This design comes from an exercise in tuning for small area, a short achievable clock period and few clock cycles on the open sky130 flow, not from production work. Only simulation tests tie the RTL to the original design; equivalence was not proved.

==> flow/design.v (excerpt) <==
module crc18_unit (
    input  wire        clk,
    input  wire        rst,           
    input  wire        wr_en,
    input  wire [4:0]  wr_group,
    input  wire [39:0] wr_data,
    input  wire        cmd_valid,
    output wire        cmd_ready,
    input  wire [1:0]  cmd_op,
    input  wire [31:0] ia0,           
    input  wire [31:0] ia1,           
    input  wire [31:0] ia2,           
    input  wire [31:0] ia3,           
    output reg         done,
    output reg  [7:0]  status,
    output reg  [17:0] crc_rem,
    output reg  [9:0]  crc0,
    output reg  [9:0]  crc1,
    output reg  [31:0] ir0,
    output reg  [31:0] ir1
);
    localparam [1:0] OP_COMP  = 2'd0;
    localparam [1:0] OP_WORDS = 2'd1;
    localparam [1:0] OP_CHECK = 2'd2;
    localparam [7:0] ST_OK       = 8'h00;
    localparam [7:0] ST_ILLEGAL  = 8'h01;
    localparam [7:0] ST_BADARG   = 8'h02;
    localparam [7:0] ST_CRC_PASS = 8'h30;
    localparam [7:0] ST_CRC_FAIL = 8'h31;
    localparam [2:0] S_IDLE  = 3'd0;
    localparam [2:0] S_FOLD  = 3'd1;
    localparam [2:0] S_GEN   = 3'd2;
    localparam [2:0] S_FETCH = 3'd3;
    localparam [2:0] S_FIN   = 3'd4;
    genvar gk;
    reg [39:0] buffer [0:31];
    always @(posedge clk) begin
        if (wr_en)
            buffer[wr_group] <= wr_data;
    end
    reg [2:0]   state;
    reg         rdy;          
    reg [1:0]   op;
    reg         first;        
    reg         bad;          
    reg         gen;          
    reg         m1;           
    reg         par;          
    reg [2:0]   lc;           
    reg [2:0]   lcp;          
    reg [3:0]   pl;           
    reg [3:0]   z;            
    reg [159:0] dreg;         
    reg [15:0]  mask;         
    reg [4:0]   mz;           
    reg         dlast;        
    reg [17:0]  c;
    reg [6:0]   ra_q;         
    reg         qovf;         
    reg [6:0]   stp;          
    reg [31:0]  rem;          
    reg [6:0]   i0, i1;
    reg [9:0]   w0, w1;
    reg         w0v, w1v;
    assign cmd_ready = rdy;
    wire        in_s1     = ia2[0];
    wire        in_fast   = (ia2[31:2] == 30'd0) && (ia2[1] != ia2[0]);
  ...
Size in the first run: roughly 6700 cells after synthesis, about 86000 µm² of cells after synthesis.
export LEC_CHECK = 0
export CAP_MARGIN = 20
export CORE_MARGIN = 2
export CORE_UTILIZATION = 35
export PLACE_DENSITY = 0.55
export SETUP_SLACK_MARGIN = 5
export SLEW_MARGIN = 20
create_clock -name core_clock -period 12.0 [get_ports {clk}]
run.sh (not shown) runs the stock make flow with config.mk's settings and CLKGATE_MAP_FILE= SYNTH_SCRIPT=/design/flow/synth_recipe.tcl, a recipe that flattens the netlist after the stock synthesis.
The first run completed without violations.
Testbench counts at the start, summed over its fixed seeds: cycles 6,545.
Edit:
==> flow/flow/run.sh (new file) <==
#!/bin/bash
set -euo pipefail
export SETUP_SLACK_MARGIN=7.5
bash standard.sh > standard.log 2>&1
==> flow/standard.sh (new file) <==
#!/bin/bash
# synth_recipe.tcl (not shown) runs the flow's synth.tcl, then flattens the netlist and writes it again
# the make line also repeats each setting of config.mk as NAME=value (left out here)
make -C /OpenROAD-flow-scripts/flow DESIGN_CONFIG=/design/flow/config.mk WORK_HOME=/design/flow/orfs CLKGATE_MAP_FILE= SYNTH_SCRIPT=/design/flow/synth_recipe.tcl "${@:-finish}"
- CORE_UTILIZATION: 35 -> 40
- PLACE_DENSITY: 0.55 -> 0.45
- SETUP_SLACK_MARGIN: 5 -> default
removed: flow/run.sh
Effect: Hold slack is about the same; core utilization is higher by 10 points; sequential cell count does not change; design area increases by 9.8%; global-route usage is higher by 7.7 points; die area decreases by 12%; setup slack is better by 1.7 ns.

========
crc18_unit again, from the RTL that the note above started with.
clock: 12.0 ns
lec_check: 0
cap_margin: 20
core_margin: 2
core_utilization: 30
place_density: 0.45
slew_margin: 20
standard.sh (not shown) runs the stock make flow with config.mk's settings and CLKGATE_MAP_FILE= SYNTH_SCRIPT=/design/flow/synth_recipe.tcl, a recipe that flattens the netlist after the stock synthesis.
==> flow/flow/run.sh <==
#!/bin/bash
set -euo pipefail
export SETUP_SLACK_MARGIN=7.5
bash standard.sh > standard.log 2>&1
Testbench counts at the start, summed over its fixed seeds: cycles 6,545.
Rerun with:
CORE_UTILIZATION = 35   (was 30)
PLACE_DENSITY = 0.55   (was 0.45)
=> First-iteration DRC count rises by 13%. Design area falls by 0.50%. Count of clock-buffer cells in the layout falls by 21. Routed wire length decreases by 2.9%. Synthesized area does not change. Setup slack gets better by 0.11 ns. Global-route usage rises by 3.5 points. Sequential cell count is unchanged.
Rerun with:
CAP_MARGIN = 10   (was 20)
CORE_UTILIZATION = 40   (was 35)
PLACE_DENSITY = 0.45   (was 0.55)
SLEW_MARGIN = 10   (was 20)
=>
- The new run finished clean
- maximum frequency climbs by 1.0%
- wire length stays flat
- area after synthesis is unchanged
- core utilization is higher by 6.2 points
- sequential share of layout area goes up by 0.36 points
- clock-buffer cell count goes up by 18
- non-clock buffer count came out higher by 27
- hold slack is about the same
- global-route usage went up by 5.2 points

-- what the ideal ports hide --
Ports are ideal in the flow. The routed layouts listed here were re-timed in OpenROAD. Step 1 assumes that a clkbuf_16 drives the clock port and a buf_2 every other input. Step 2 times the ports against the registers' clock, not the clock port: input delays grow and output delays shrink by t, the midpoint of the rising clock arrivals with the driver on. Slacks: ideal / step 1 / step 2; pairs: ideal / step 1.
run | t, ns | setup WS [ns] | worst hold slack (ns)
the first run of note 1 | 0.966 | 5.386 / 5.386 / 4.581 | 0.453 / 0.453 / 0.453
the second run of note 1 | 0.947 | 7.076 / 7.076 / 6.187 | 0.452 / 0.452 / 0.452
the first run of note 2 | 0.970 | 6.924 / 6.924 / 6.126 | 0.453 / 0.453 / 0.453
the second run of note 2 | 0.948 | 7.036 / 7.092 / 6.144 | 0.455 / 0.455 / 0.455
the third run of note 2 | 0.926 | 7.085 / 7.085 / 6.230 | 0.453 / 0.453 / 0.453
After both steps setup and hold are still met in every run listed. For the second run of note 2, which loses most, drivers alone change the setup slack by +0.056 ns; drivers and shift together by -0.892 ns.
